Source: an optimization exercise on an open RTL-to-GDS flow (aim: small area and few clock cycles). Production flows keep margins and buffers that such runs may drop.
The RTL was checked by simulation tests, not by an equivalence proof against the original design.
No activity file was given, so power comes from the tool's default toggle rates.

$ cat config.mk
export PLATFORM = sky130hd
export DESIGN_NAME = frame_codec
export DESIGN_NICKNAME = frame_codec
export VERILOG_FILES = /design/flow/design.v
export SDC_FILE = /design/flow/constraint.sdc
export NUM_CORES = 4
export LEC_CHECK = 0
export CAP_MARGIN = 20
export CORE_MARGIN = 2
export CORE_UTILIZATION = 60
export CTS_BUF_LIST = sky130_fd_sc_hd__clkbuf_16
export CTS_CLUSTER_DIAMETER = 90
export CTS_CLUSTER_SIZE = 27
export PLACE_DENSITY = 0.75
export SLEW_MARGIN = 20
$ cat constraint.sdc
create_clock -name core_clock -period 7.0 [get_ports {clk}]
set_input_delay 1.4000 -clock core_clock [delete_from_list [all_inputs] [get_ports {clk}]]
set_output_delay 1.4000 -clock core_clock [all_outputs]
set_load 0.01 [all_outputs]
$ cat design.v
module frame_codec (
    input  wire        clk,
    input  wire        rst,
    input  wire        in_valid,
    input  wire [7:0]  in_data,
    output reg         in_ready,
    output reg         tx_valid,
    output reg  [7:0]  tx_data,
    output reg         tx_last,
    input  wire        tx_ready,
    output reg         dsp_valid,
    output reg  [7:0]  dsp_data,
    output reg         dsp_last,
    input  wire        dsp_ready,
    output reg         rsp_valid,
    output wire [31:0] rsp_data,
    input  wire        rsp_ready
);
    localparam PW = 16;                 
    localparam LW = 4;                  
    localparam PR = 8;                  
    localparam LR = 3;                  
    localparam JQ_DEPTH = 6;            
    localparam DQ_DEPTH = 3;            
    localparam [7:0]  DEFAULT_FRAG_SIZE = 8'd16;
    localparam [3:0] ST_OK           = 4'h0;
    localparam [3:0] ST_SEQ_MISMATCH = 4'h1;
    localparam [3:0] ST_CHECKSUM     = 4'h2;
    localparam [3:0] ST_FRAG_OVERRUN = 4'h3;
    localparam [3:0] ST_ALLOC_FAIL   = 4'h4;
    localparam [3:0] ST_MALFORMED    = 4'h5;
    localparam [3:0] ST_NOT_ENABLED  = 4'h6;
    localparam [3:0] ST_BAD_PARAM    = 4'h7;
    localparam [3:0] ST_BAD_OP       = 4'h8;
    localparam [3:0] OP_ATTACH  = 4'h1;
    localparam [3:0] OP_DETACH  = 4'h2;
    localparam [3:0] OP_SETFRAG = 4'h3;
    localparam [3:0] OP_SETSEC  = 4'h4;
    localparam [3:0] OP_SEND    = 4'h5;
    localparam [3:0] OP_RECV    = 4'h6;
    localparam [3:0] OP_RDREG   = 4'h7;
    localparam [2:0] F_CMD  = 3'd0;    
    localparam [2:0] F_WAIT = 3'd1;    
    localparam [2:0] F_DISC = 3'd2;    
    localparam [2:0] F_RX   = 3'd3;    
    localparam [2:0] F_SEND = 3'd4;    
    localparam [2:0] F_SDIR = 3'd5;    
    localparam [2:0] B_IDLE = 3'd0;
    localparam [2:0] B_HDR  = 3'd1;    
    localparam [2:0] B_ENV  = 3'd2;    
    localparam [2:0] B_PAY  = 3'd3;    
    localparam [2:0] B_CRC  = 3'd4;    
    localparam [2:0] B_DSPH = 3'd5;    
    localparam [2:0] B_DSPP = 3'd6;    
    localparam [2:0] B_RSP  = 3'd7;    
    localparam [1:0] J_RSP  = 2'd0;    
    localparam [1:0] J_RECV = 2'd1;    
    localparam [1:0] J_SEND = 2'd2;    
    localparam [1:0] J_RUN  = 2'd3;    
    localparam [1:0] SRC_INT = 2'd0;   
    localparam [1:0] SRC_RNG = 2'd1;   
    localparam [1:0] SRC_IN  = 2'd2;   
    localparam JW = 19;
    function [15:0] crc16_byte;
        input [15:0] crc_in;
        input [7:0]  b;
        integer k;
        reg [15:0] c;
        begin
            c = crc_in ^ {b, 8'h00};
            for (k = 0; k < 8; k = k + 1)
                c = c[15] ? ((c << 1) ^ 16'h1021) : (c << 1);
            crc16_byte = c;
        end
    endfunction
    reg        enabled;
    reg [7:0]  send_seq;
    reg [7:0]  recv_seq;
    reg [7:0]  sec_mode;
    reg [7:0]  frag_size;
    reg        ctx_valid;
    reg [8:0]  ctx_total;       
    reg [8:0]  ctx_offset;      
    reg [7:0]  ctx_type;
    reg [2047:0] ring;          
    reg [7:0]  tcnt;
    reg [2:0]  f_state;
    reg [23:0] cmd;             
    reg [1:0]  bidx;
    reg [15:0] cnt;             
    reg [3:0]  f_status;        
    reg        f_rsp;           
    reg [2:0]  rx_ph;           
    reg [7:0]  prem;            
    reg [1:0]  ek;              
    reg [7:0]  rx_type;
    reg        rx_chk;
    reg        rx_ack;
    reg        rx_frag;
    reg        rx_short;        
    reg [8:0]  rx_t;            
    reg        rx_tbig;         
    reg [15:0] rx_crc;
    reg        rx_lo_ok;
    reg        rx_hi_ok;
    reg        rx_size_bad;
    reg        rx_seq_bad;
    reg [8:0]  wa;              
    reg [8:0]  wv;              
    reg        rx_done;         
    reg [8:0]  vh;              
    reg [8:0]  vn;              
    reg        w_room;          
    reg [JW-1:0] jq [0:JQ_DEPTH-1];
    reg [3:0]  jq_n;
    reg [16:0] dq [0:DQ_DEPTH-1];    
    reg [1:0]  dq_n;
    reg        s_hdr;           
    reg [2:0]  b_state;
    reg [1:0]  hidx;
    reg        shdr;            
    reg [1:0]  src;
    reg [7:0]  msg_type;
    reg [15:0] rem;             
    reg [7:0]  pcnt;            
    reg [15:0] tx_crc;
    reg        dsp_pend;        
    reg [7:0]  dsp_type;
    reg [8:0]  dsp_len;
    reg [8:0]  rv;              
    reg [7:0]  rpos;            
    reg [3:0]  b_status;
    reg [8:0]  b_value;
    reg [7:0]  b_rseq;          
    wire in_fire  = in_valid && in_ready;
    wire tx_fire  = tx_valid && tx_ready;
    wire dsp_fire = dsp_valid && dsp_ready;
    wire be_free  = (b_state == B_IDLE) || (b_state == B_RSP && rsp_ready);
    wire       chk_req   = (msg_type[1:0] == 2'd0) ? sec_mode[4] :
                           (msg_type[1:0] == 2'd1 && msg_type[7:2] != 6'h00 &&
                            msg_type[7:2] != 6'h12) ? sec_mode[0] : 1'b0;
    wire       fr_frag   = rem > {8'h00, frag_size};
    wire [7:0] fr_take   = fr_frag ? frag_size : rem[7:0];
    wire [7:0] fr_len    = fr_frag ? frag_size + 8'd2 : rem[7:0];
    wire [7:0] fr_fc     = {3'b000, fr_frag, 1'b0, 1'b1, chk_req, 1'b0};
    wire [15:0] rem_next = rem - {8'h00, fr_take};
    wire [7:0] wtap_pos = tcnt - wv[7:0] + 8'd1;
    wire       can_wr   = (wtap_pos[LW-1:0] == {LW{1'b0}}) && w_room;
    wire       r_align  = (rpos[LR-1:0] == {LR{1'b0}});
    wire [7:0] rd_byte  = ring[{rpos[7:LR], {LR{1'b0}}, 3'b000} +: 8];
    wire       rd_avail = r_align && (src != SRC_RNG || f_state != F_SEND || wv != rv);
    localparam [2:0] RP_HDR = 3'd0, RP_PAY = 3'd1, RP_CLO = 3'd2, RP_CHI = 3'd3, RP_END = 3'd4;
    wire       rx_hdr3  = (f_state == F_RX) && (rx_ph == RP_HDR) && (bidx == 2'd3);
    wire       in_pay   = (f_state == F_RX) && (rx_ph == RP_PAY);
    wire       is_data  = in_pay && (!rx_frag || ek == 2'd2);
    wire [2:0] pay_end  = rx_chk ? RP_CLO : RP_END;
    reg  [2:0] rx_ph_nx;            
    always @(*) begin
        case (rx_ph)
            RP_HDR:  rx_ph_nx = (bidx != 2'd3) ? RP_HDR : (in_data == 8'd0) ? pay_end : RP_PAY;
            RP_PAY:  rx_ph_nx = (prem == 8'd1) ? pay_end : RP_PAY;
            RP_CLO:  rx_ph_nx = RP_CHI;
            default: rx_ph_nx = RP_END;
        endcase
    end
    wire       need_wr  = (is_data && !wa[8]) || (f_state == F_SEND) || hdr_wr;
    wire       wr_en    = in_valid && need_wr && can_wr;
    function [8:0] place;
        input [8:0] head;
        input [7:0] t;
        input [2:0] d;
        reg [7:0] r;
        begin
            r = t + {5'h00, d} - head[7:0];
            place = head + {{(9-LW){1'b0}}, r[LW-1:0]};
        end
    endfunction
    genvar gp;
    generate
        for (gp = 0; gp < 256; gp = gp + 1) begin : g_ring
            if (gp % PW == 0) begin : g_tap
                always @(posedge clk)
                    ring[8*gp +: 8] <= (wr_en && wtap_pos == gp) ? in_data
                                                                  : ring[8*((gp + 255) % 256) +: 8];
            end else begin : g_pass
                always @(posedge clk)
                    ring[8*gp +: 8] <= ring[8*((gp + 255) % 256) +: 8];
            end
        end
    endgenerate
    wire        dec_now  = (f_state == F_CMD) && (bidx == 2'd3) && in_fire;
    wire [31:0] cw       = {(f_state == F_CMD) ? {in_data, cmd[23:16]} : cnt, cmd[15:0]};
    wire [3:0]  c_op     = cw[3:0];
    wire [7:0]  c_arg    = cw[15:8];
    wire [15:0] c_len    = cw[31:16];
    wire        c_bad    = (cw[7:4] != 4'h0) || (c_op == 4'h0) || c_op[3];
    wire        c_data   = (c_op == OP_SEND) || (c_op == OP_RECV);
    wire        c_rxok   = !c_bad && (c_op == OP_RECV) && enabled && (c_len >= 16'd4);
    wire        c_sendok = !c_bad && (c_op == OP_SEND) && enabled;
    wire        c_refuse = c_data && !c_rxok && !c_sendok;
    wire [3:0]  c_rstat  = c_bad ? ST_BAD_OP : !enabled ? ST_NOT_ENABLED : ST_MALFORMED;
    wire        fe_go    = dec_now || (f_state == F_WAIT && !f_rsp);
    wire        jq_full  = (jq_n == JQ_DEPTH);
    wire        jq_empty = (jq_n == 4'd0);
    wire        be_idle  = be_free && jq_empty;
    wire        commit    = rx_done && !jq_full && !(o_dsp && dq_n == DQ_DEPTH);
    reg  [3:0]  o_status;
    reg         o_msg, o_err, o_dsp, o_open, o_adv, o_close;
    always @(*) begin
        o_status = ST_OK;
        o_msg = 1'b0; o_err = 1'b0; o_dsp = 1'b0;
        o_open = 1'b0; o_adv = 1'b0; o_close = 1'b0;
        if (rx_size_bad) begin
            o_status = ST_MALFORMED;
        end else if (rx_seq_bad) begin
            o_status = ST_SEQ_MISMATCH;
        end else if (rx_chk && !(rx_lo_ok && rx_hi_ok)) begin
            o_status = ST_CHECKSUM;
            o_msg = 1'b1;
            o_err = 1'b1;
        end else begin
            o_msg = rx_ack;
            if (rx_frag) begin
                if (rx_short)
                    o_status = ST_MALFORMED;
                else if (!ctx_valid) begin
                    if (rx_tbig)
                        o_status = ST_ALLOC_FAIL;
                    else if (wa > rx_t)
                        o_status = ST_FRAG_OVERRUN;
                    else
                        o_open = 1'b1;
                end else begin
                    if (wa > ctx_total)
                        o_status = ST_FRAG_OVERRUN;
                    else
                        o_adv = 1'b1;
                end
            end else begin
                if (ctx_valid && wa > ctx_total)
                    o_status = ST_FRAG_OVERRUN;
                else begin
                    o_dsp   = 1'b1;
                    o_close = ctx_valid;
                end
            end
        end
    end
    wire [8:0] o_vb  = vn;
    wire [8:0] o_len = ctx_valid ? ctx_total : wa;
    wire       send_ring = s_hdr;
    wire       p_send    = fe_go && c_sendok && !rx_done &&
                           (send_ring ? !jq_full : be_idle);
    wire       p_resp    = (f_state == F_WAIT) && f_rsp && !rx_done && !jq_full;
    wire       p_small   = fe_go && !c_data && !rx_done && !jq_full;
    wire       push      = commit || p_send || p_resp || p_small;
    reg  [3:0] sm_status;
    reg        sm_frag, sm_sec, sm_reset, sm_rd;
    reg  [8:0] sm_val;
    always @(*) begin
        sm_status = ST_OK;
        sm_frag = 1'b0; sm_sec = 1'b0; sm_reset = 1'b0; sm_rd = 1'b0;
        sm_val = 9'h0;
        if (c_bad)
            sm_status = ST_BAD_OP;
        else case (c_op)
            OP_ATTACH: sm_reset = 1'b1;
            OP_DETACH: if (!enabled) sm_status = ST_NOT_ENABLED; else sm_reset = 1'b1;
            OP_SETFRAG: begin
                if (!enabled)
                    sm_status = ST_NOT_ENABLED;
                else if (c_arg == 8'd0 || c_arg > 8'd250)
                    sm_status = ST_BAD_PARAM;
                else
                    sm_frag = 1'b1;
            end
            OP_SETSEC: if (!enabled) sm_status = ST_NOT_ENABLED; else sm_sec = 1'b1;
            default: begin    
                if (c_arg >= 8'd8)
                    sm_status = ST_BAD_PARAM;
                else
                    sm_rd = 1'b1;
                case (c_arg[2:0])
                    3'd0: sm_val = {7'h00, ctx_valid, enabled};
                    3'd2: sm_val = {1'b0, recv_seq};
                    3'd5: sm_val = ctx_total;
                    3'd6: sm_val = ctx_offset;
                    3'd7: sm_val = {1'b0, ctx_type};
                    default: sm_val = 9'h0;
                endcase
            end
        endcase
    end
    wire       alloc_rx   = rx_hdr3 && in_fire && !ctx_valid;
    wire       c0_is_send = (f_state == F_CMD) && (bidx == 2'd0) && (in_data == {4'h0, OP_SEND});
    wire       c0_send    = c0_is_send && enabled && !ctx_valid;
    wire       alloc_send = c0_send && in_fire;
    wire       hdr_wr     = (f_state == F_CMD) && s_hdr;
    wire [8:0] a_vb       = place(vh, tcnt, (f_state == F_RX && rx_frag) ? 3'd4 : 3'd2);
    wire [8:0] wv_nx = alloc_send ? a_vb :
                       (rx_hdr3 && in_fire) ?
                           (ctx_valid ? vn + ctx_offset : a_vb) :
                       (in_fire && (f_state == F_SEND || is_data || hdr_wr)) ? wv + 9'd1 : wv;
    wire [8:0] w_dist_nx = wv_nx - ((rv == vh && vh != wv) ? vn : rv);
    reg [JW-1:0] pj;
    always @(*) begin
        pj = {JW{1'b0}};
        if (commit) begin
            pj[1:0]   = J_RECV;
            pj[5:2]   = o_status;
            pj[6]     = o_msg;
            pj[7]     = o_err;
            pj[8]     = !rx_size_bad && !rx_seq_bad;
            pj[9]     = o_dsp;
            pj[18:10] = o_vb;
        end else if (p_send) begin
            pj[1:0]   = J_SEND;
            pj[18:10] = vn;
        end else if (p_small) begin
            pj[1:0]   = J_RSP;
            pj[5:2]   = sm_status;
            pj[6]     = sm_frag || (sm_rd && c_arg[2:0] == 3'd4);
            pj[7]     = sm_sec || (sm_rd && c_arg[2:0] == 3'd3);
            pj[8]     = sm_reset || (sm_rd && c_arg[2:0] == 3'd1);
            pj[9]     = sm_rd;
            pj[18:10] = (sm_frag || sm_sec) ? {1'b0, c_arg} : sm_val;
        end else begin
            pj[1:0]   = J_RSP;
            pj[5:2]   = f_status;
        end
    end
    wire          h_run  = (jq[0][1:0] == J_RUN);
    wire          h_more = !jq_empty && h_run && (jq[0][4:2] != 3'd0);
    wire [JW-1:0] tj     = jq_empty ? pj :
                           h_run ? {9'h000, 1'b0, 1'b1, 1'b0, jq[0][10], ST_OK, J_RECV} : jq[0];
    wire          take   = be_free && (!jq_empty || push);
    wire [1:0]    t_kind = tj[1:0];
    wire          t_msg  = tj[6];
    wire          t_err  = tj[7];
    wire          t_acc  = tj[8];
    wire          t_dsp  = tj[9];
    wire          t_rd   = tj[9];
    wire [8:0]    t_val  = tj[18:10];
    wire [16:0]   p_dd    = {o_len, ctx_valid ? ctx_type : rx_type};
    wire [16:0]   t_dd    = jq_empty ? p_dd : dq[0];
    wire [7:0]    t_dtype = t_dd[7:0];
    wire [8:0]    t_dlen  = t_dd[16:8];
    wire          t_sring = !jq_empty || send_ring;    
    wire [3:0]    jq_tl   = jq_n - 4'd1;
    wire          h_pop   = take && !jq_empty && !h_more;
    wire          h_dec   = take && h_more;
    wire          simple  = commit && (o_status == ST_OK) && !o_dsp;
    wire          merge   = simple && !jq_empty && (jq[jq_tl][1:0] == J_RUN) &&
                            (jq[jq_tl][4:2] != 3'd7) && !(h_pop && jq_n == 4'd1);
    wire          q_push  = push && !merge && !(take && jq_empty);
    wire [JW-1:0] q_new   = simple ? {1'b0, 7'h00, o_msg, 5'h00, 3'd0, J_RUN} : pj;
    wire [2:0]    tl_cnt  = jq[jq_tl][4:2];
    wire [7:0]    tl_bit  = 8'd1 << ((h_dec && jq_n == 4'd1) ? tl_cnt : tl_cnt + 3'd1);
    wire          rv_load = take && ((t_kind == J_SEND && t_sring) || (t_kind == J_RECV && t_dsp));
    wire          rv_inc  = (b_state == B_HDR && shdr && rd_avail) ||
                            (b_state == B_PAY && src == SRC_RNG && tx_fire) ||
                            (b_state == B_DSPP && dsp_fire);
    wire          dq_push = commit && o_dsp && !(take && jq_empty);
    wire          dq_pop  = take && !jq_empty && t_kind == J_RECV && t_dsp;
    assign rsp_data = {7'h00, b_value, 12'h000, b_status};
    always @(*) begin
        in_ready  = 1'b0;
        tx_valid  = 1'b0;
        tx_data   = 8'h00;
        tx_last   = 1'b0;
        dsp_valid = 1'b0;
        dsp_data  = 8'h00;
        dsp_last  = 1'b0;
        rsp_valid = 1'b0;
        case (f_state)
            F_CMD:         in_ready = hdr_wr ? can_wr : !(c0_is_send && rx_done);
            F_DISC:        in_ready = 1'b1;
            F_RX:          in_ready = !need_wr || can_wr;
            F_SEND:        in_ready = can_wr;
            F_SDIR:        in_ready = (b_state == B_PAY) && (src == SRC_IN) && tx_ready;
            default: ;
        endcase
        case (b_state)
            B_HDR: begin
                tx_valid = !shdr;
                case (hidx)
                    2'd0: tx_data = msg_type;
                    2'd1: tx_data = fr_fc;
                    2'd2: tx_data = send_seq;
                    default: tx_data = fr_len;
                endcase
                tx_last = (hidx == 2'd3) && (fr_len == 8'd0) && !chk_req;
            end
            B_ENV: begin
                tx_valid = 1'b1;
                tx_data  = hidx[0] ? rem[15:8] : rem[7:0];
            end
            B_PAY: begin
                case (src)
                    SRC_INT: begin
                        tx_valid = 1'b1;
                        tx_data  = msg_type[6] ? 8'h01 : b_rseq - 8'd1;    
                    end
                    SRC_RNG: begin
                        tx_valid = rd_avail;
                        tx_data  = rd_byte;
                    end
                    default: begin
                        tx_valid = in_valid;
                        tx_data  = in_data;
                    end
                endcase
                tx_last = (pcnt == 8'd1) && !chk_req;
            end
            B_CRC: begin
                tx_valid = 1'b1;
                tx_data  = hidx[0] ? tx_crc[15:8] : tx_crc[7:0];
                tx_last  = hidx[0];
            end
            B_DSPH: begin
                dsp_valid = 1'b1;
                case (hidx)
                    2'd0: dsp_data = dsp_type;
                    2'd1: dsp_data = dsp_len[7:0];
                    default: dsp_data = {7'h00, dsp_len[8]};
                endcase
                dsp_last = (hidx == 2'd2) && (dsp_len == 9'd0);
            end
            B_DSPP: begin
                dsp_valid = r_align;
                dsp_data  = rd_byte;
                dsp_last  = (dsp_len == 9'd1);
            end
            B_RSP: rsp_valid = 1'b1;
            default: ;
        endcase
    end
    integer q;
    always @(posedge clk) begin
        if (rst) begin
            enabled     <= 1'b0;
            send_seq    <= 8'h00;
            recv_seq    <= 8'h00;
            sec_mode    <= 8'h00;
            frag_size   <= DEFAULT_FRAG_SIZE;
            ctx_valid   <= 1'b0;
            ctx_total   <= 9'h0;
            ctx_offset  <= 9'h0;
            ctx_type    <= 8'h00;
            tcnt        <= 8'h00;
            f_state     <= F_CMD;
            bidx        <= 2'd0;
            f_rsp       <= 1'b0;
            rx_done     <= 1'b0;
            vh          <= 9'h0;
            vn          <= 9'h0;
            jq_n        <= 4'd0;
            dq_n        <= 2'd0;
            s_hdr       <= 1'b0;
            b_rseq      <= 8'h00;
            b_state     <= B_IDLE;
            rv          <= 9'h0;
            rpos        <= 8'h00;
        end else begin
            tcnt   <= tcnt + 8'd1;
            rpos   <= rv_load ? tcnt + 8'd1 - t_val[7:0] : rv_inc ? rpos : rpos + 8'd1;
            wv     <= wv_nx;
            w_room <= !w_dist_nx[8];
            if (alloc_rx || alloc_send)
                vn <= a_vb;
            case (b_state)
                B_HDR: if (shdr) begin
                    if (rd_avail) begin
                        rv   <= rv + 9'd1;
                        hidx <= hidx + 2'd1;
                        case (hidx)
                            2'd0: msg_type   <= rd_byte;
                            2'd1: rem[7:0]   <= rd_byte;
                            default: begin
                                rem[15:8] <= rd_byte;
                                shdr      <= 1'b0;
                                hidx      <= 2'd0;
                            end
                        endcase
                    end
                end else if (tx_fire) begin
                    hidx <= hidx + 2'd1;
                    if (hidx == 2'd2)
                        tx_crc <= crc16_byte({8'h00, send_seq}, send_seq);
                    if (hidx == 2'd3) begin
                        tx_crc <= crc16_byte(tx_crc, fr_len);
                        hidx   <= 2'd0;
                        pcnt   <= fr_take;
                        if (fr_frag)
                            b_state <= B_ENV;
                        else if (fr_take != 8'd0)
                            b_state <= B_PAY;
                        else if (chk_req)
                            b_state <= B_CRC;
                        else begin
                            send_seq <= send_seq + 8'd1;
                            b_state  <= dsp_pend ? B_DSPH : B_RSP;
                        end
                    end
                end
                B_ENV: if (tx_fire) begin
                    tx_crc <= crc16_byte(tx_crc, tx_data);
                    hidx   <= hidx + 2'd1;
                    if (hidx[0]) begin
                        hidx    <= 2'd0;
                        b_state <= B_PAY;
                    end
                end
                B_PAY: if (tx_fire) begin
                    tx_crc <= crc16_byte(tx_crc, tx_data);
                    pcnt   <= pcnt - 8'd1;
                    if (src == SRC_RNG)
                        rv <= rv + 9'd1;
                    if (pcnt == 8'd1) begin
                        if (chk_req) begin
                            b_state <= B_CRC;
                        end else begin
                            send_seq <= send_seq + 8'd1;
                            rem      <= rem_next;
                            b_state  <= (rem_next != 16'h0) ? B_HDR :
                                        dsp_pend ? B_DSPH : B_RSP;
                        end
                    end
                end
                B_CRC: if (tx_fire) begin
                    hidx <= hidx + 2'd1;
                    if (hidx[0]) begin
                        hidx     <= 2'd0;
                        send_seq <= send_seq + 8'd1;
                        rem      <= rem_next;
                        b_state  <= (rem_next != 16'h0) ? B_HDR :
                                    dsp_pend ? B_DSPH : B_RSP;
                    end
                end
                B_DSPH: if (dsp_fire) begin
                    hidx <= hidx + 2'd1;
                    if (hidx == 2'd2) begin
                        hidx     <= 2'd0;
                        dsp_pend <= 1'b0;
                        b_state  <= (dsp_len == 9'd0) ? B_RSP : B_DSPP;
                    end
                end
                B_DSPP: if (dsp_fire) begin
                    rv      <= rv + 9'd1;
                    dsp_len <= dsp_len - 9'd1;      
                    if (dsp_last)
                        b_state <= B_RSP;
                end
                B_RSP: if (rsp_ready) begin
                    b_state <= B_IDLE;
                    b_value <= 9'h0;
                end
                default: ;
            endcase
            if (take) begin
                hidx     <= 2'd0;
                b_status <= tj[5:2];
                b_value  <= 9'h0;
                msg_type <= (t_kind == J_RECV) ? (t_err ? 8'h49 : 8'h00) : c_arg;
                src      <= (t_kind != J_SEND) ? SRC_INT : t_sring ? SRC_RNG : SRC_IN;
                rem      <= (t_kind == J_SEND) ? c_len : 16'd1;
                shdr     <= (t_kind == J_SEND) && t_sring;
                dsp_pend <= (t_kind == J_RECV) && t_dsp;
                dsp_type <= t_dtype;
                dsp_len  <= t_dlen;
                if ((t_kind == J_SEND && t_sring) || (t_kind == J_RECV && t_dsp))
                    rv <= t_val;
                if (t_kind == J_RECV && t_acc)
                    b_rseq <= b_rseq + 8'd1;
                if (t_kind == J_RSP) begin
                    if (t_rd) begin
                        b_value <= t_msg ? {1'b0, frag_size} :
                                   t_err ? {1'b0, sec_mode} :
                                   t_acc ? {1'b0, send_seq} : t_val;
                    end else begin
                        if (t_msg)
                            frag_size <= t_val[7:0];
                        if (t_err)
                            sec_mode <= t_val[7:0];
                        if (t_acc) begin
                            send_seq  <= 8'h00;
                            sec_mode  <= 8'h00;
                            frag_size <= DEFAULT_FRAG_SIZE;
                            b_rseq    <= 8'h00;
                        end
                    end
                end
                if (t_kind == J_SEND || (t_kind == J_RECV && t_msg))
                    b_state <= B_HDR;
                else if (t_kind == J_RECV && t_dsp)
                    b_state <= B_DSPH;
                else
                    b_state <= B_RSP;
            end
            for (q = 0; q < DQ_DEPTH - 1; q = q + 1)
                if (dq_pop)
                    dq[q] <= dq[q + 1];
            if (dq_push)
                dq[dq_pop ? dq_n - 2'd1 : dq_n] <= p_dd;
            if (dq_push && !dq_pop)
                dq_n <= dq_n + 2'd1;
            else if (!dq_push && dq_pop)
                dq_n <= dq_n - 2'd1;
            for (q = 0; q < JQ_DEPTH - 1; q = q + 1)
                if (h_pop)
                    jq[q] <= jq[q + 1];
            if (h_dec) begin
                jq[0][17:10] <= {1'b0, jq[0][17:11]} | ((merge && jq_n == 4'd1 && o_msg) ? tl_bit : 8'h00);
                if (!(merge && jq_n == 4'd1))
                    jq[0][4:2] <= jq[0][4:2] - 3'd1;
            end
            if (merge && !(h_dec && jq_n == 4'd1)) begin
                jq[h_pop ? jq_tl - 4'd1 : jq_tl][17:10] <= jq[jq_tl][17:10] | (o_msg ? tl_bit : 8'h00);
                jq[h_pop ? jq_tl - 4'd1 : jq_tl][4:2]   <= tl_cnt + 3'd1;
            end
            if (q_push)
                jq[h_pop ? jq_tl : jq_n] <= q_new;
            if (q_push && !h_pop)
                jq_n <= jq_n + 4'd1;
            else if (!q_push && h_pop)
                jq_n <= jq_n - 4'd1;
            case (f_state)
                F_CMD: if (in_fire) begin
                    bidx <= bidx + 2'd1;
                    if (bidx == 2'd0)
                        s_hdr <= c0_send;
                    if (hdr_wr)
                        vh <= wv + 9'd1;
                    if (bidx == 2'd3) begin
                        cnt     <= {in_data, cmd[23:16]};
                        f_state <= F_WAIT;    
                    end else
                        cmd <= {in_data, cmd[23:8]};
                end
                F_DISC: if (in_fire) begin
                    cnt <= cnt - 16'd1;
                    if (cnt == 16'd1) begin
                        f_rsp   <= 1'b1;
                        f_state <= F_WAIT;
                    end
                end
                F_SDIR: if (in_fire) begin
                    cnt <= cnt - 16'd1;
                    if (cnt == 16'd1)
                        f_state <= F_CMD;
                end
                F_SEND: if (in_fire) begin
                    cnt <= cnt - 16'd1;
                    vh  <= wv + 9'd1;
                    if (cnt == 16'd1)
                        f_state <= F_CMD;
                end
                F_RX: if (in_fire) begin
                    cnt   <= cnt - 16'd1;
                    rx_ph <= rx_ph_nx;
                    case (rx_ph)
                        RP_HDR: begin
                            bidx <= bidx + 2'd1;
                            case (bidx)
                                2'd0: rx_type <= in_data;
                                2'd1: begin
                                    rx_chk  <= in_data[1];
                                    rx_ack  <= in_data[3];
                                    rx_frag <= in_data[4];
                                end
                                2'd2: begin
                                    rx_crc     <= crc16_byte({8'h00, in_data}, in_data);
                                    rx_seq_bad <= in_data != recv_seq;
                                end
                                default: begin
                                    rx_short <= in_data < 8'd2;
                                    rx_crc <= crc16_byte(rx_crc, in_data);
                                    wa     <= ctx_valid ? ctx_offset : 9'h0;
                                    prem   <= in_data;
                                    ek     <= 2'd0;
                                end
                            endcase
                        end
                        RP_PAY: begin
                            rx_crc <= crc16_byte(rx_crc, in_data);
                            prem   <= prem - 8'd1;
                            if (ek != 2'd2) ek <= ek + 2'd1;
                            if (ek == 2'd0) rx_t[7:0] <= in_data;
                            if (ek == 2'd1) begin
                                rx_t[8] <= in_data[0];
                                rx_tbig <= (in_data > 8'd1) || (in_data == 8'd1 && rx_t[7:0] != 8'd0);
                            end
                        end
                        RP_CLO: rx_lo_ok <= in_data == rx_crc[7:0];
                        RP_CHI: rx_hi_ok <= in_data == rx_crc[15:8];
                        default: ;
                    endcase
                    if (is_data)
                        wa <= wa + 9'd1;
                    if (cnt == 16'd1) begin
                        rx_done     <= 1'b1;
                        rx_size_bad <= rx_ph_nx != RP_END;
                        bidx        <= 2'd0;
                        f_state     <= F_CMD;
                    end
                end
                default: ;
            endcase
            if (dec_now && c_refuse) begin
                f_status <= c_rstat;
                if (c_len != 16'h0) begin
                    cnt     <= c_len;
                    f_state <= F_DISC;
                end else begin
                    f_rsp   <= 1'b1;
                    f_state <= F_WAIT;
                end
            end else if (fe_go && c_rxok) begin
                if (!rx_done) begin
                    rx_ph       <= RP_HDR;
                    bidx        <= 2'd0;
                    cnt         <= c_len;
                    f_state     <= F_RX;
                end
            end else if (p_send) begin
                bidx  <= 2'd0;
                s_hdr <= 1'b0;
                if (c_len == 16'h0) begin
                    f_state <= F_CMD;
                    if (send_ring)
                        vh <= wv_nx;         
                end else begin
                    cnt     <= c_len;
                    f_state <= send_ring ? F_SEND : F_SDIR;
                end
            end else if (p_resp) begin
                f_rsp   <= 1'b0;
                bidx    <= 2'd0;
                f_state <= F_CMD;
            end else if (p_small) begin
                bidx    <= 2'd0;
                f_state <= F_CMD;
                if (sm_reset) begin
                    enabled    <= (c_op == OP_ATTACH);
                    recv_seq   <= 8'h00;
                    ctx_valid  <= 1'b0;
                    ctx_total  <= 9'h0;
                    ctx_offset <= 9'h0;
                    ctx_type   <= 8'h00;
                end
            end
            if (commit) begin
                rx_done <= 1'b0;
                if (!rx_size_bad && !rx_seq_bad)
                    recv_seq <= recv_seq + 8'd1;
                if (o_open) begin
                    ctx_valid  <= 1'b1;
                    ctx_total  <= rx_t;
                    ctx_offset <= wa;
                    ctx_type   <= rx_type;
                end
                if (o_adv)
                    ctx_offset <= wa;
                if (o_dsp)
                    vh <= o_vb + o_len;
                if (o_close) begin
                    ctx_valid  <= 1'b0;
                    ctx_total  <= 9'h0;
                    ctx_offset <= 9'h0;
                    ctx_type   <= 8'h00;
                end
            end
        end
    end
endmodule
$ cat run.sh
#!/bin/bash
# synth_recipe.tcl (not shown) runs the flow's synth.tcl, then flattens the netlist and writes it again
# the make line also repeats each setting of config.mk as NAME=value (left out here)
make -C /OpenROAD-flow-scripts/flow DESIGN_CONFIG=/design/flow/config.mk WORK_HOME=/design/flow/orfs CLKGATE_MAP_FILE= SYNTH_SCRIPT=/design/flow/synth_recipe.tcl finish
==> flow_metrics.py, run 1 <==
metrics = {
    "clock_network": {
        "clkTransAtPathRegs_ns": 0.11,
        "root_buffer": "clkbuf_16",
        "clockBufferDepth": 3,
        "cts_num_sinks": 2569,
        "clk_latency_ns": 0.79,
        "cts_buffers": 109,
        "postCtsHoldBufs": 0,
        "cts_setup_buffers": 0,
        "h-tree-depth": 3,
        "tritoncts": "done",
        "postCtsResizedCells": 0,
    },
    "timing": {
        "fin_crit_sh_pct": 89.9,
        "skew_ns": 0.0501,
        "worst_pin_slew_ns": 1.19,
        "finalSetupViolations": 0,
        "hold_viol": 0,
        "slew_headroom_pct": 20.2,
        "tns_ns": 0,
        "layout_min_cycle_time_ns": 6.29,
        "hold_slack_ns": 0.308,
        "drv_slew": 0,
        "fmax_mhz": 159,
        "fin_ws_ns": 0.709,
        "rsz0062_at_grt": "false",
    },
    "synthesis": {
        "synth_cells": 5976,
        "synth-warning-count": 1,
        "synth-main-ff-cell": "dfxtp_1",
        "synth_edf_count": 393,
        "ys_ff_latch": 2569,
        "synth_cell_type_count": 110,
        "seq_area_frac_synth_pct": 70.3,
        "synth_area_mm2": 0.0788,
        "synthArstFlopShare_pct": 0,
        "synth.avg_cell_area_um2": 13.2,
    },
    "power": {
        "leakage_nw": 32.0,
        "p_total_w": 0.0282,
        "pwr-share-seq_pct": 56.0,
        "switchingPower_w": 0.00813,
        "intPower_w": 0.0201,
        "power.density_mw_per_mm2": 335,
        "ir_worst_vdd_uv": 276,
        "p_comb_share_pct": 18.2,
        "p_clk_share_pct": 25.8,
        "switching_share_pct": 28.8,
    },
    "route": {
        "drc_errors": 0,
        "route.antenna.remaining_nets": 0,
        "met1_length_um": 81600,
        "dr.pass1.iters": 8,
        "met3_length_um": 11900,
        "route.met2.wl_um": 83800,
        "postRouteWirelength_um": 186000,
        "via_per_inst": 5.75,
        "avgRoutedWirePerCell_um": 23.9,
        "dr.first_iter.drc_count": 4472,
        "vias": 44600,
        "highest_layer": "met5",
    },
    "floorplan": {
        "die_w_um": 366,
        "die_y_um": 366,
        "ios": 68,
        "fp-row-count": 132,
        "die-area_mm2": 0.134,
        "fp.coreArea_mm2": 0.130,
        "initial_utilization_pct": 60.6,
    },
    "setup_path": {
        "critical-path-top-delay-family": "buffers and inverters",
        "crit_arrival_ns": 4.89,
        "path_class": "flop to output port",
        "cp_num_buf_inv": 5,
        "cp-start-kind": "flop",
        "worst-path-max-fanout": 18,
        "critical_path.cell_chain": "buf_4 -> nor2b_1 -> buf_4 -> a22oi_1 -> nor2_1 -> a2111oi_0 -> nor2_1 -> nand3_1 -> a211oi_1 -> buf_4 -> inv_1 -> clkdlybuf4s50_1",
        "critPathMaxStageDelay_ns": 0.70,
        "required_ns": 5.60,
        "slowest_stage": "dfxtp_4",
        "worstSetupEndpointType": "output port",
        "path_common_cell": "buf_4",
    },
    "cells_and_area": {
        "syn2layout_area_growth_pct": 6.90,
        "fillers": 9508,
        "drive_gt1_share_pct": 9.86,
        "layout.cells.non_filler": 7760,
        "nets": 6131,
    },
    "placement": {
        "placed_cells": 7613,
        "place_worst_setup_slack_ns": 0.837,
        "gp_congestion": 0.998,
        "hpwl_um": 128000,
        "portBuffers": 48,
    },
    "global_routing": {
        "grt_max_degree": 52,
        "grt_use_total_pct": 27.3,
        "grt_pass1_wl_um": 276000,
        "overflow": 0,
        "grt_pass1_vias": 43700,
        "antenna_found_initial": 6,
    },
    "flow_run": {
        "maxCapViolCount": 0,
    },
    "hold_path": {
        "hp-class": "flop to flop",
    },
    "run_status": {
        "outcome": "timing/DRC/antenna clean",
    },
}
-- path summary, 6_finish.rpt --
check | from | endpoint | slack (ns) | cells past startpoint
worst max-delay path | rpos[3] | tx_data[7] | 0.71 | 12
worst min-delay path | ring[375] | ring[383] | 0.31 | 0
worst max register to register | tcnt[1] | rpos[7] | 1.05 | 25
worst min register to register | ring[375] | ring[383] | 0.31 | 0
-- per-layer routing --
metal  GRT usage (%)  vias to the layer above
met5               0                        -
met4            11.6                        4
met3            4.03                      381
met2            42.9                     1623
met1            38.0                    21900
li1                -                    20700
-- per-stage QoR --
stage	cell area [um2]	util (%)
detailed placement	81100	62.4
floorplan	78800	-
global route	84200	64.8
finish	84200	64.8
CTS	84200	64.8
global placement	81100	62.4
-- sequential cells by signal (all words and copies together), names as in the netlist, 16 cells and up --
name and count:
ring 2048, jq 140, dq 51, cmd 24
cnt 16, rem 16, rx_crc 16, tx_crc 16
-- logic make-up (layout without fill, tap and decap cells) --
group	count (synthesis)	in the layout	synth area share (%)
compound gates	896	896	7.57
other cells	1	21	0.00476
buf+inv	417	439	2.22
mux	406	406	6.76
simple gates	1247	1247	7.50
xor+xnor	304	304	3.42
flops	2569	2569	70.3
fa+ha+maj	136	136	2.24
-- layout by cell type (no fill, tap or decap), drive strengths merged, types with 18 or more instances in the layout --
master / instances
inv: 172
edfxtp: 393
o211ai: 21
o22ai: 32
and3: 43
mux4: 76
mux2i: 111
a22o: 38
or3: 22
a21o: 18
o21ai: 211
nor2b: 27
conb: 19
nor3: 87
nand4: 28
nor4: 37
clkdlybuf4s50: 39
nor2: 384
buf: 112
xnor2: 190
xor2: 112
nand3: 109
a22oi: 68
dfxtp: 2176
a21oi: 236
clkbuf: 110
nand2b: 35
mux2: 219
nand2: 364
and2: 30
a32o: 22
a211oi: 59
ha: 126
-- cell usage after synthesis (32+ instances only) --
| cell type | instances | share of area [%] |
|---|---|---|
| a211oi_1 | 57 | 0.54 |
| a21oi_1 | 235 | 1.5 |
| a22o_1 | 38 | 0.42 |
| a22oi_1 | 66 | 0.63 |
| and3_1 | 43 | 0.34 |
| buf_2 | 34 | 0.22 |
| clkbuf_1 | 181 | 0.86 |
| dfxtp_1 | 2176 | 55 |
| edfxtp_1 | 393 | 15 |
| ha_1 | 126 | 2.0 |
| inv_1 | 140 | 0.67 |
| mux2_2 | 208 | 3.0 |
| mux2i_1 | 111 | 1.4 |
| mux4_2 | 76 | 2.2 |
| nand2_1 | 362 | 1.7 |
| nand2b_1 | 35 | 0.28 |
| nand3_1 | 109 | 0.69 |
| nor2_1 | 384 | 1.8 |
| nor3_1 | 84 | 0.53 |
| nor4_1 | 33 | 0.26 |
| o21ai_0 | 198 | 1.3 |
| o22ai_1 | 32 | 0.25 |
| xnor2_1 | 190 | 2.1 |
| xor2_1 | 112 | 1.2 |
-- power groups by stage --
stage                     logic [W]  clock network [W]  registers, W
final                       0.00514            0.00730        0.0158
after global routing        0.00552            0.00795        0.0158
after CTS                   0.00505            0.00744        0.0158
after detailed placement    0.00502                  0        0.0161
after global placement      0.00495                  0        0.0161
after floorplan             0.00349                  0        0.0160
-- cell type report --
class                           instances  area (um2)  area share, %
Multi-Input combinational cell       3008       21800           25.9
Timing Repair Buffer                  151        1240           1.47
Sequential cell                      2569       55400           65.8
Tap cell                             1742        2180           2.59
Clock inverter                         35         337          0.400
Clock buffer                          110        2750           3.27
Antenna cell                            2        5.00        0.00594
Inverter                              143         537          0.637
Testbench counts, summed over its fixed seeds: cycles 44,031.
==> run 2: changes to the inputs <==
--- a/config.mk
+++ b/config.mk
@@ -9,7 +9,7 @@
 export CORE_MARGIN = 2
 export CORE_UTILIZATION = 60
 export CTS_BUF_LIST = sky130_fd_sc_hd__clkbuf_16
-export CTS_CLUSTER_DIAMETER = 90
-export CTS_CLUSTER_SIZE = 27
+export CTS_CLUSTER_DIAMETER = 85
+export CTS_CLUSTER_SIZE = 26
 export PLACE_DENSITY = 0.75
 export SLEW_MARGIN = 20
==> run 2 against run 1 <==
Effect of this change: non-clock buffer count stayed put; first-iteration DRC count rose by 2.2%; clock skew fell by 0.0088 ns; via count up 0.19%; clock power up 2%.
==> flow_metrics.py, run 2 <==
metrics = {
    "run_status": {
        "outcome": "timing/DRC/antenna clean",
    },
    "synthesis": {
        "synthArstFlopShare_pct": 0,
        "synth_area_mm2": 0.0788,
        "synth-warning-count": 1,
        "seq_area_frac_synth_pct": 70.3,
        "synth_top_cells_by_area": "dfxtp_1 55%, edfxtp_1 15%, mux2_2 3.0%",
        "synth_edf_count": 393,
        "synth_top_area_cell": "dfxtp_1",
        "synth_cell_type_count": 110,
        "synth.most_common_cell": "dfxtp_1",
        "yosysTopAreaCellShare_pct": 55.3,
        "synth.avg_cell_area_um2": 13.2,
        "synthTopCellsByCount": "2176 x dfxtp_1, 393 x edfxtp_1, 384 x nor2_1",
        "synth_cells": 5976,
        "synth-main-ff-cell": "dfxtp_1",
        "ys_ff_latch": 2569,
    },
    "route": {
        "vias": 44700,
        "avgRoutedWirePerCell_um": 24.0,
        "dr.first_iter.drc_count": 4569,
        "postRouteWirelength_um": 187000,
        "dr.pass1.iters": 6,
        "route.antenna.remaining_nets": 0,
        "via_per_inst": 5.76,
        "drc_errors": 0,
    },
    "floorplan": {
        "die-area_mm2": 0.134,
        "fp.coreArea_mm2": 0.130,
        "fp-row-count": 132,
        "die_w_um": 366,
        "ios": 68,
        "initial_utilization_pct": 60.6,
        "die_y_um": 366,
    },
    "power": {
        "power.density_mw_per_mm2": 337,
        "ir_worst_vdd_uv": 273,
        "leakage_nw": 32.1,
    },
    "cells_and_area": {
        "fillers": 9491,
        "num_antenna_cells": 0,
        "nets": 6136,
        "syn2layout_area_growth_pct": 7.11,
        "final_cell_area_mm2": 0.0844,
        "reg_top3": "ring (2048), jq (140), dq (51)",
        "final_cell_mix": "2172 x dfxtp_1, 393 x edfxtp_1, 378 x nor2_1, 362 x nand2_1, 232 x a21oi_1",
        "largest_register_ffs": 2048,
        "max_flop_register": "ring",
        "final_common_cell": "dfxtp_1",
        "drive_gt1_share_pct": 9.97,
    },
    "clock_network": {
        "cts_num_sinks": 2569,
        "cts_setup_buffers": 0,
        "postCtsHoldBufs": 0,
        "postCtsResizedCells": 0,
        "clockBufferDepth": 3,
        "tritoncts": "done",
        "cts_buffers": 114,
        "clk_latency_ns": 0.78,
        "root_buffer": "clkbuf_16",
        "clkTransAtPathRegs_ns": 0.11,
        "h-tree-depth": 3,
    },
    "timing": {
        "layout_min_cycle_time_ns": 6.25,
        "slew_headroom_pct": 22.7,
        "skew_ns": 0.0414,
        "worst_pin_slew_ns": 1.15,
        "fin_crit_sh_pct": 89.3,
        "fmax_mhz": 160,
        "drv_slew": 0,
        "rsz0062_at_grt": "false",
        "hold_viol": 0,
        "tns_ns": 0,
        "finalSetupViolations": 0,
    },
    "global_routing": {
        "grt_pass1_vias": 43700,
        "grt_max_degree": 52,
        "grt_pass1_wl_um": 277000,
        "overflow": 0,
        "antenna_found_initial": 6,
        "grt_use_total_pct": 27.4,
    },
    "setup_path": {
        "crit_arrival_ns": 4.85,
        "worst-path-max-fanout": 18,
        "critPathMaxStageDelay_ns": 0.70,
        "slowest_stage": "dfxtp_4",
        "path_class": "flop to output port",
        "worstSetupEndpointType": "output port",
        "required_ns": 5.60,
        "path_common_cell": "buf_4",
        "rrSetupSlack_ns": 1.09,
        "critical_path.cell_chain": "buf_4 -> nor2b_1 -> buf_4 -> a22oi_1 -> nor2_1 -> a2111oi_0 -> nor2_1 -> nand3_1 -> a211oi_1 -> buf_4 -> inv_1 -> clkdlybuf4s50_1",
        "cp-start-kind": "flop",
    },
    "flow_run": {
        "maxCapViolCount": 0,
    },
    "placement": {
        "portBuffers": 48,
        "postPlaceCellArea_mm2": 0.0811,
        "gp_congestion": 0.998,
        "hpwl_um": 128000,
    },
    "hold_path": {
        "hp-class": "flop to flop",
    },
}
==> run 2: cell counts after synthesis <==
Identical to the previous run, type by type.
==> run 2: final cells by class <==
type	instances	area, um2	area share (%)
Tap cell	1742	2180	2.58
Inverter	143	537	0.636
Sequential cell	2569	55400	65.6
Clock buffer	116	2900	3.44
Clock inverter	34	359	0.426
Multi-Input combinational cell	3008	21800	25.8
Timing Repair Buffer	151	1240	1.47
==> run 2: critical path, delay by kind of cell (launching register included) <==
| family | cells | cell delay [ns] |
|---|---|---|
| buffers and inverters | 5 | 1.45 |
| AO/OA/AOI/OAI | 3 | 0.69 |
| flip-flops | 1 | 0.70 |
| AND/OR/NAND/NOR | 4 | 1.11 |
==> run 2: cell families (layout without fill, tap and decap cells) <==
family / Yosys count / after routing / synth area share, %
flip-flops: 2569 / 2569 / 70.3
AND/OR/NAND/NOR: 1247 / 1247 / 7.50
AO/OA/AOI/OAI: 896 / 896 / 7.57
buffers and inverters: 417 / 444 / 2.22
multiplexers: 406 / 406 / 6.76
XOR/XNOR: 304 / 304 / 3.42
adder cells (fa/ha/maj): 136 / 136 / 2.24
other: 1 / 19 / 0.00476
==> run 2: path summary, 6_finish.rpt <==
check | startpoint | endpoint | cells past startpoint
worst max-delay path | rpos[3] | tx_data[7] | 12
worst min-delay path | ring[1903] | ring[1911] | 0
worst max register to register | wv[1] | rpos[7] | 24
worst min register to register | ring[1903] | ring[1911] | 0
==> run 2: through the flow <==
step	power [W]	hold WS (ns)	setup WS [ns]	std cells	utilization, %
5_1_grt	0.0295	0.307	0.630	7763	64.9
3_5_place_dp	0.0212	0.312	0.837	7613	62.4
6_report	0.0284	0.309	0.746	7763	64.9
3_3_place_gp	0.0211	0.310	0.883	7613	62.4
4_1_cts	0.0284	0.296	0.748	7763	64.9
2_1_floorplan	0.0194	0.310	1.60	5994	-
==> run 2: metal layers <==
metal	vias up	track usage, %	wire (um)
met5	-	0	38
met4	4	11.0	7850
met3	374	3.89	11800
met2	1622	43.6	85000
met1	21900	38.0	81900
li1	20700	-	-
==> run 2: power by group <==
part / switching (W) / total (W) / internal [W] / leakage [nW]
sequential: 0.000323 / 0.0158 / 0.0155 / 21.2
clock: 0.00441 / 0.00747 / 0.00306 / 1.64
combinational: 0.00343 / 0.00514 / 0.00171 / 9.26

port drivers added, routing unchanged:
The results above use ideal ports. As a check the final layouts listed here were re-extracted and re-timed, cells and wires unchanged.
Step 1 (the two cells are an assumption about what drives the block):
set clk [get_ports {clk}]
set_driving_cell -lib_cell sky130_fd_sc_hd__clkbuf_16 $clk
set_driving_cell -lib_cell sky130_fd_sc_hd__buf_2 [delete_from_list [all_inputs] $clk]
Step 2, shift: input delay + t, output delay - t, t = (earliest + latest rising clock arrival at the registers) / 2. This alone moves slack from input paths to output paths.
Slacks: no drivers / after step 1 / after step 2; pairs: no drivers / after step 1.
| run | t, ns | setup slack, ns | pins driven straight from the clock port |
|---|---|---|---|
| run 1 | 0.838 | 0.709 / 0.636 / 0.690 | 1 |
| run 2 | 0.828 | 0.746 / 0.673 / 0.739 | 1 |
After both steps every run listed still meets setup and hold. The setup slack of run 1, which loses most, moves by -0.073 ns with the drivers and by -0.019 ns with both steps.
